What follows belongs to an exercise in optimizing a design on an open flow for small area, a short achievable clock period and few clock cycles; a production flow would make more cautious choices.
Function was checked by simulation only, so behaviour that the tests miss may differ from the original.
Power figures rest on the tool's default switching activity, not on a simulated workload.

==> run a <==
Design bcu, start of the top module:
module bcu (
    input  wire        clk,
    input  wire        rst,
    input  wire        cmd_valid,
    output wire        cmd_ready,
    input  wire [15:0] cmd_cw,
    input  wire [63:0] cmd_opnd,
    input  wire [7:0]  cmd_paylen,
    input  wire        pay_valid,
    output wire        pay_ready,
    input  wire [7:0]  pay_data,
    output reg         dout_valid,
    output wire [7:0]  dout_data,
    output reg         rsp_valid,
    output reg  [2:0]  rsp_status,
    output wire [63:0] rsp_res,
    output wire [63:0] rsp_need,
    output wire [63:0] rsp_have
);
make LEC_CHECK=0 CAP_MARGIN=20 CORE_MARGIN=2 CORE_UTILIZATION=60 SETUP_SLACK_MARGIN=5 SLEW_MARGIN=20 finish   # period 10.0 ns
run.sh (not shown) runs the stock make flow with config.mk's settings and CLKGATE_MAP_FILE= SYNTH_SCRIPT=/design/flow/synth_recipe.tcl, a recipe that flattens the netlist after the stock synthesis.
==> run b: changes against run a <==
--- a/flow/design.v
+++ b/flow/design.v
@@ -189,13 +189,13 @@
     wire [31:0] vz32   = (vsrc[31:0] >> 1) ^ {32{vsrc[0]}};
     wire [63:0] vz64   = (vsrc >> 1) ^ {64{vsrc[0]}};
     wire [63:0] vget_res = x_w64 ? (v_sgn ? vz64 : vsrc)
                                  : (v_sgn ? {{32{vz32[31]}}, vz32} : {32'd0, vsrc[31:0]});
     wire [63:0] wsrc = st_p1 ? {48'd0, 7'd0, hx[7], hx[7], hx[6:0]}
-                             : (c_vput ? venc : v);
+                             : (c[6] ? venc : v);
     wire [5:0]  wa   = (st_pay | st_p1) ? wp[5:0] : len[5:0];
-    wire        w_be = ~st_p1 & ~c_vput & ~c_le;
+    wire        w_be = ~st_p1 & ~c[6] & ~c_le;
     wire [2:0]  w_nm1 = c_n[2:0] - 3'd1;
     reg [63:0] put_bank;
     always @(*) begin
         for (b = 0; b < 8; b = b + 1) begin : wr
             reg [2:0] k;
@@ -205,11 +205,11 @@
                 k = b[2:0] - wa[2:0];
             put_bank[8*b +: 8] = st_pay ? pay_data : wsrc[8*k +: 8];
         end
     end
     wire wact = (st_pay | st_p1) ? (~(werr & st_pay) & (wp[8:6] == 3'd0))
-                                 : (take & (c_fput | c_vput) & ~len[6]);
+                                 : (take & c[7] & ~len[6]);
     reg  [63:0] wen;
     always @(*) begin
         for (b = 0; b < 8; b = b + 1) begin : we
             reg [2:0] row;
             reg       wrap;
@@ -288,16 +288,21 @@
                 x_sgn  <= c_sgn;
                 x_buf  <= 1'b0;
                 x_con  <= c[3];
                 if (!c_ok) begin
                     respond(ST_INVAL, 64'd0);
-                end else if (c_fput || c_vput) begin
+                end else case (c)
+                8'h80, 8'h88,
+                8'h90, 8'h94, 8'h98, 8'h9C,
+                8'hA0, 8'hA4, 8'hA8, 8'hAC,
+                8'hB0, 8'hB4, 8'hB8, 8'hBC,
+                8'hC0, 8'hC2, 8'hC8, 8'hCA: begin
                     wp    <= {2'd0, len} + 9'd8;
                     hx    <= u[63:56];
-                    if (c_fput ? cap_f : cap_v)
+                    if (c[6] ? cap_v : cap_f)
                         respond(ST_CAP, 64'd0);
-                    else if (c_fput) begin
+                    else if (!c[6]) begin
                         len <= len + {3'd0, c_n};
                         respond(ST_OK, {60'd0, c_n});
                     end else begin
                         len <= len + {3'd0, vlen};
                         if (vlen > 4'd8) begin
@@ -308,19 +313,27 @@
                             st_idle    <= 1'b0;
                             st_p1      <= 1'b1;
                         end else
                             respond(ST_OK, {60'd0, vlen});
                     end
-                end else if (c_fget) begin
+                end
+                8'h00, 8'h08,
+                8'h10, 8'h12, 8'h14, 8'h16,
+                8'h18, 8'h1C,
+                8'h20, 8'h22, 8'h24, 8'h26,
+                8'h28, 8'h2A, 8'h2C, 8'h2E,
+                8'h30, 8'h34,
+                8'h38, 8'h3C: begin
                     if (rem < {3'd0, c_n})
                         insuf({60'd0, c_n});
                     else begin
                         off <= off + {3'd0, c_n};
                         ptr <= off + {3'd0, c_n};
                         respond(ST_OK, fget_res);
                     end
-                end else if (c_vget) begin
+                end
+                8'h40, 8'h42, 8'h48, 8'h4A: begin
                     if (v_ok) begin
                         off <= v_off;
                         ptr <= v_off;
                         respond(ST_OK, vget_res);
                     end else if (v_more) begin
@@ -328,76 +341,80 @@
                         ptr     <= off + 7'd8;
                         st_idle <= 1'b0;
                         st_v2   <= 1'b1;
                     end else
                         respond(ST_MALF, 64'd0);
-                end else if (c_getraw) begin
+                end
+                8'h50: begin                                 
                     if (op[63])
                         respond(ST_INVAL, 64'd0);
                     else if (op == 64'd0)
                         respond(ST_OK, 64'd0);
                     else if (op > {57'd0, rem})
                         insuf(op);
                     else begin
                         r <= op;
                         stream(op[6:0], off + 7'd1, 1'b0);
                     end
-                end else if (c_getrem) begin
+                end
+                8'h58: begin                                 
                     if (rem == 7'd0)
                         insuf(64'd1);
                     else begin
                         r <= {57'd0, rem};
                         stream(rem, off + 7'd1, 1'b0);
                     end
-                end else if (c_getbuf) begin
+                end
+                8'h7C: begin                                 
                     if (len == 7'd0)
                         respond(ST_OK, 64'd0);
                     else begin
                         r <= {57'd0, len};
                         stream(len, 7'd1, 1'b1);
                     end
-                end else if ((c_putraw || c_construct) && cmd_paylen != 8'd0) begin
-                    st_idle <= 1'b0;
-                    st_pay  <= 1'b1;
-                    cnt     <= cmd_paylen;
-                    wp      <= c_construct ? 9'd0 : {2'd0, len};
-                    r       <= c_construct ? op : {56'd0, cmd_paylen};
-                    x_inv   <= (op > {56'd0, cmd_paylen});
-                    x_cap   <= c_construct ? (cmd_paylen > 8'd64)
-                                           : ({2'd0, len} + {1'b0, cmd_paylen} > 9'd64);
-                    x_len   <= c_construct ? cmd_paylen[6:0] : (len + cmd_paylen[6:0]);
-                    werr    <= c_construct & ((op > {56'd0, cmd_paylen}) || (cmd_paylen > 8'd64));
-                end else if (c_putraw) begin
-                    respond(ST_OK, 64'd0);                   
-                end else if (c_construct) begin             
-                    if (op != 64'd0)
-                        respond(ST_INVAL, 64'd0);
-                    else begin
+                end
+                8'hD0, 8'h78: begin                          
+                    if (cmd_paylen != 8'd0) begin
+                        st_idle <= 1'b0;
+                        st_pay  <= 1'b1;
+                        cnt     <= cmd_paylen;
+                        wp      <= c[3] ? 9'd0 : {2'd0, len};
+                        r       <= c[3] ? op : {56'd0, cmd_paylen};
+                        x_inv   <= (op > {56'd0, cmd_paylen});
+                        x_cap   <= c[3] ? (cmd_paylen > 8'd64)
+                                        : ({2'd0, len} + {1'b0, cmd_paylen} > 9'd64);
+                        x_len   <= c[3] ? cmd_paylen[6:0] : (len + cmd_paylen[6:0]);
+                        werr    <= c[3] & ((op > {56'd0, cmd_paylen}) || (cmd_paylen > 8'd64));
+                    end else if (!c[3]) begin
+                        respond(ST_OK, 64'd0);               
+                    end else if (op != 64'd0) begin
+                        respond(ST_INVAL, 64'd0);            
+                    end else begin
                         len <= 7'd0;
                         off <= 7'd0;
                         ptr <= 7'd0;
                         respond(ST_OK, 64'd0);
                     end
-                end else if (c_rewind) begin
+                end
+                8'h79: begin                                 
                     off <= 7'd0;
                     ptr <= 7'd0;
                     respond(ST_OK, 64'd0);
-                end else if (c_setoff) begin
+                end
+                8'h7A: begin                                 
                     if (op > {57'd0, len})
                         respond(ST_INVAL, 64'd0);
                     else begin
                         off <= op[6:0];
                         ptr <= op[6:0];
                         respond(ST_OK, 64'd0);
                     end
-                end else if (c_getoff) begin
-                    respond(ST_OK, {57'd0, off});
-                end else if (c_feof) begin
-                    respond(ST_OK, {63'd0, (rem == 7'd0)});
-                end else begin
-                    respond(ST_INVAL, 64'd0);
                 end
+                8'h7B: respond(ST_OK, {57'd0, off});         
+                8'h7D: respond(ST_OK, {63'd0, (rem == 7'd0)});   
+                default: respond(ST_INVAL, 64'd0);
+                endcase
             end
             if (st_out) begin
                 dout_valid <= 1'b1;
                 ptr        <= ptr + 7'd1;
                 cnt        <= cnt - 8'd1;
CAP_MARGIN = 35   (was 20)
SLEW_MARGIN = 35   (was 20)
==> run c: changes against run a <==
--- a/flow/design.v
+++ b/flow/design.v
@@ -189,13 +189,13 @@
     wire [31:0] vz32   = (vsrc[31:0] >> 1) ^ {32{vsrc[0]}};
     wire [63:0] vz64   = (vsrc >> 1) ^ {64{vsrc[0]}};
     wire [63:0] vget_res = x_w64 ? (v_sgn ? vz64 : vsrc)
                                  : (v_sgn ? {{32{vz32[31]}}, vz32} : {32'd0, vsrc[31:0]});
     wire [63:0] wsrc = st_p1 ? {48'd0, 7'd0, hx[7], hx[7], hx[6:0]}
-                             : (c_vput ? venc : v);
+                             : (c[6] ? venc : v);
     wire [5:0]  wa   = (st_pay | st_p1) ? wp[5:0] : len[5:0];
-    wire        w_be = ~st_p1 & ~c_vput & ~c_le;
+    wire        w_be = ~st_p1 & ~c[6] & ~c_le;
     wire [2:0]  w_nm1 = c_n[2:0] - 3'd1;
     reg [63:0] put_bank;
     always @(*) begin
         for (b = 0; b < 8; b = b + 1) begin : wr
             reg [2:0] k;
@@ -205,11 +205,11 @@
                 k = b[2:0] - wa[2:0];
             put_bank[8*b +: 8] = st_pay ? pay_data : wsrc[8*k +: 8];
         end
     end
     wire wact = (st_pay | st_p1) ? (~(werr & st_pay) & (wp[8:6] == 3'd0))
-                                 : (take & (c_fput | c_vput) & ~len[6]);
+                                 : (take & c[7] & ~len[6]);
     reg  [63:0] wen;
     always @(*) begin
         for (b = 0; b < 8; b = b + 1) begin : we
             reg [2:0] row;
             reg       wrap;
@@ -288,16 +288,21 @@
                 x_sgn  <= c_sgn;
                 x_buf  <= 1'b0;
                 x_con  <= c[3];
                 if (!c_ok) begin
                     respond(ST_INVAL, 64'd0);
-                end else if (c_fput || c_vput) begin
+                end else case (c)
+                8'h80, 8'h88,
+                8'h90, 8'h94, 8'h98, 8'h9C,
+                8'hA0, 8'hA4, 8'hA8, 8'hAC,
+                8'hB0, 8'hB4, 8'hB8, 8'hBC,
+                8'hC0, 8'hC2, 8'hC8, 8'hCA: begin
                     wp    <= {2'd0, len} + 9'd8;
                     hx    <= u[63:56];
-                    if (c_fput ? cap_f : cap_v)
+                    if (c[6] ? cap_v : cap_f)
                         respond(ST_CAP, 64'd0);
-                    else if (c_fput) begin
+                    else if (!c[6]) begin
                         len <= len + {3'd0, c_n};
                         respond(ST_OK, {60'd0, c_n});
                     end else begin
                         len <= len + {3'd0, vlen};
                         if (vlen > 4'd8) begin
@@ -308,19 +313,27 @@
                             st_idle    <= 1'b0;
                             st_p1      <= 1'b1;
                         end else
                             respond(ST_OK, {60'd0, vlen});
                     end
-                end else if (c_fget) begin
+                end
+                8'h00, 8'h08,
+                8'h10, 8'h12, 8'h14, 8'h16,
+                8'h18, 8'h1C,
+                8'h20, 8'h22, 8'h24, 8'h26,
+                8'h28, 8'h2A, 8'h2C, 8'h2E,
+                8'h30, 8'h34,
+                8'h38, 8'h3C: begin
                     if (rem < {3'd0, c_n})
                         insuf({60'd0, c_n});
                     else begin
                         off <= off + {3'd0, c_n};
                         ptr <= off + {3'd0, c_n};
                         respond(ST_OK, fget_res);
                     end
-                end else if (c_vget) begin
+                end
+                8'h40, 8'h42, 8'h48, 8'h4A: begin
                     if (v_ok) begin
                         off <= v_off;
                         ptr <= v_off;
                         respond(ST_OK, vget_res);
                     end else if (v_more) begin
@@ -328,76 +341,80 @@
                         ptr     <= off + 7'd8;
                         st_idle <= 1'b0;
                         st_v2   <= 1'b1;
                     end else
                         respond(ST_MALF, 64'd0);
-                end else if (c_getraw) begin
+                end
+                8'h50: begin                                 
                     if (op[63])
                         respond(ST_INVAL, 64'd0);
                     else if (op == 64'd0)
                         respond(ST_OK, 64'd0);
                     else if (op > {57'd0, rem})
                         insuf(op);
                     else begin
                         r <= op;
                         stream(op[6:0], off + 7'd1, 1'b0);
                     end
-                end else if (c_getrem) begin
+                end
+                8'h58: begin                                 
                     if (rem == 7'd0)
                         insuf(64'd1);
                     else begin
                         r <= {57'd0, rem};
                         stream(rem, off + 7'd1, 1'b0);
                     end
-                end else if (c_getbuf) begin
+                end
+                8'h7C: begin                                 
                     if (len == 7'd0)
                         respond(ST_OK, 64'd0);
                     else begin
                         r <= {57'd0, len};
                         stream(len, 7'd1, 1'b1);
                     end
-                end else if ((c_putraw || c_construct) && cmd_paylen != 8'd0) begin
-                    st_idle <= 1'b0;
-                    st_pay  <= 1'b1;
-                    cnt     <= cmd_paylen;
-                    wp      <= c_construct ? 9'd0 : {2'd0, len};
-                    r       <= c_construct ? op : {56'd0, cmd_paylen};
-                    x_inv   <= (op > {56'd0, cmd_paylen});
-                    x_cap   <= c_construct ? (cmd_paylen > 8'd64)
-                                           : ({2'd0, len} + {1'b0, cmd_paylen} > 9'd64);
-                    x_len   <= c_construct ? cmd_paylen[6:0] : (len + cmd_paylen[6:0]);
-                    werr    <= c_construct & ((op > {56'd0, cmd_paylen}) || (cmd_paylen > 8'd64));
-                end else if (c_putraw) begin
-                    respond(ST_OK, 64'd0);                   
-                end else if (c_construct) begin             
-                    if (op != 64'd0)
-                        respond(ST_INVAL, 64'd0);
-                    else begin
+                end
+                8'hD0, 8'h78: begin                          
+                    if (cmd_paylen != 8'd0) begin
+                        st_idle <= 1'b0;
+                        st_pay  <= 1'b1;
+                        cnt     <= cmd_paylen;
+                        wp      <= c[3] ? 9'd0 : {2'd0, len};
+                        r       <= c[3] ? op : {56'd0, cmd_paylen};
+                        x_inv   <= (op > {56'd0, cmd_paylen});
+                        x_cap   <= c[3] ? (cmd_paylen > 8'd64)
+                                        : ({2'd0, len} + {1'b0, cmd_paylen} > 9'd64);
+                        x_len   <= c[3] ? cmd_paylen[6:0] : (len + cmd_paylen[6:0]);
+                        werr    <= c[3] & ((op > {56'd0, cmd_paylen}) || (cmd_paylen > 8'd64));
+                    end else if (!c[3]) begin
+                        respond(ST_OK, 64'd0);               
+                    end else if (op != 64'd0) begin
+                        respond(ST_INVAL, 64'd0);            
+                    end else begin
                         len <= 7'd0;
                         off <= 7'd0;
                         ptr <= 7'd0;
                         respond(ST_OK, 64'd0);
                     end
-                end else if (c_rewind) begin
+                end
+                8'h79: begin                                 
                     off <= 7'd0;
                     ptr <= 7'd0;
                     respond(ST_OK, 64'd0);
-                end else if (c_setoff) begin
+                end
+                8'h7A: begin                                 
                     if (op > {57'd0, len})
                         respond(ST_INVAL, 64'd0);
                     else begin
                         off <= op[6:0];
                         ptr <= op[6:0];
                         respond(ST_OK, 64'd0);
                     end
-                end else if (c_getoff) begin
-                    respond(ST_OK, {57'd0, off});
-                end else if (c_feof) begin
-                    respond(ST_OK, {63'd0, (rem == 7'd0)});
-                end else begin
-                    respond(ST_INVAL, 64'd0);
                 end
+                8'h7B: respond(ST_OK, {57'd0, off});         
+                8'h7D: respond(ST_OK, {63'd0, (rem == 7'd0)});   
+                default: respond(ST_INVAL, 64'd0);
+                endcase
             end
             if (st_out) begin
                 dout_valid <= 1'b1;
                 ptr        <= ptr + 7'd1;
                 cnt        <= cnt - 8'd1;
CAP_MARGIN = 50   (was 20)
CORE_UTILIZATION = 40   (was 60)
PLACE_DENSITY = 0.7   (was default)
SLEW_MARGIN = 50   (was 20)
==> run summary <==
- The flow did not finish.
- The stage where the run came to a stop is global routing (5_1_grt).
- The first error in the log reads "[ERROR GRT-0232] Routing congestion too high. Check the congestion heatmap in the GUI".
- In the global route stage, met3 resource usage came out at 0.667.
- For this run, the register share of the synthesized area comes to 0.404.
- The starting density of the core is 0.609.
- The post-synthesis simple-gate area fraction is 0.136.
- The share of synthesized area in the top cell type comes to 0.389.
- Of the total synthesized cell area, the portion taken by full adders, half adders and majority gates is 0.0354.
- In the post-synthesis netlist, the biggest area contributors are sky130_fd_sc_hd__edfxtp_1, sky130_fd_sc_hd__mux4_2, sky130_fd_sc_hd__mux2i_1, sky130_fd_sc_hd__nand2_1, sky130_fd_sc_hd__ha_1.
That was run b.
==> run summary <==
- Summing all placed instances gives a cell area of 53100 um^2.
- The share of synthesized area in the top cell type comes to 0.389.
- The peak per-stage delay on the critical path is 0.61 ns.
- By area the synthesized netlist is led by sky130_fd_sc_hd__edfxtp_1, sky130_fd_sc_hd__mux4_2, sky130_fd_sc_hd__mux2i_1, sky130_fd_sc_hd__nand2_1, sky130_fd_sc_hd__ha_1.
- The share of the Yosys chip area taken by registers is 0.404.
- STA classifies the critical path endpoint as a flop.
- The fraction of standard cell area in multi-input logic is 0.489.
- Of the total synthesized cell area, the portion taken by full adders, half adders and majority gates is 0.0354.
- The number of global-route vias before repair is 42100.
- In the global route stage, met2 resource usage came out at 0.485.
- The flow ran to the end and the layout has no timing, DRC or antenna violations.
- The total routing usage reported by global routing is 0.340.
- The global-route met3 utilization is 0.148.
- Of the total synthesized cell area, the portion taken by AND, OR, NAND and NOR gates is 0.136.
- The cell family contributing the most delay on the critical path is compound AO/OA/AOI/OAI gates.
- The starting density of the core is 0.403.
- Synthesis instantiated 121 different standard cells from the library.
That was run c.
==> run summary <==
- The checks that failed were max-capacitance violations, max-slew violations.
- In this run the critical register-to-register path is captured at mb[329].
- The number of buffers created by CTS is 70.
- The distinct cell type count of the synthesized netlist is 105.
- Of the total synthesized cell area, the portion taken by AND, OR, NAND and NOR gates is 0.142.
- For this run the aggregate overflow at the end of global routing stands at 0.
- The sequential cell area fraction in the yosys report is 0.402.
- The post-synthesis adder-cell area fraction is 0.0354.
- Across the run, the number of max-cap violations was 1.
- Sorting the synthesized cells by area gives the leading types as sky130_fd_sc_hd__edfxtp_1, sky130_fd_sc_hd__mux4_2, sky130_fd_sc_hd__mux2i_1, sky130_fd_sc_hd__a21oi_1, sky130_fd_sc_hd__nor2_1.
- The final max-slew violation count came to 9.
- Power attributed to sequential cells is 3.19 mW.
- After detailed routing, the met2 layer carries 94.7 mm of wire.
- The share of synthesized area in the top cell type comes to 0.387.
- The run finished, with violations left.
- The cell family contributing the most delay on the critical path is simple AND/OR/NAND/NOR gates.
- The sequential portion of the cell area is 0.327.
- The global-route met3 utilization is 0.242.
That was run a.
Testbench counts of run a, summed over its fixed seeds: cycles 57,881.
Testbench counts of run b, summed over its fixed seeds: cycles 57,881.
Testbench counts of run c, summed over its fixed seeds: cycles 57,881.

## afterwards: timing with drivers on the ports
No port has a modelled driver above. Below, the same layouts with a new extraction and two added sets of constraints.
Step 1: set_driving_cell puts a clkbuf_16 on clk and a buf_2 on each other input, an assumption about the parent block.
Step 2, shift: input delay + t, output delay - t, t = (earliest + latest rising clock arrival at the registers) / 2. This alone moves slack from input paths to output paths.
Slacks: ideal ports / drivers / drivers and shift; pairs: ideal ports / drivers.
run	t (ns)	setup slack, ns	hold slack, ns	latest minus earliest clock arrival (ns)
run a	0.765	4.492 / 4.492 / 3.787	0.492 / 0.492 / 0.492	0.115 / 0.115
run c	0.732	4.669 / 4.639 / 3.908	0.507 / 0.507 / 0.507	0.038 / 0.037
For run c, which loses most, drivers alone change the setup slack by -0.030 ns; drivers and shift together by -0.761 ns.
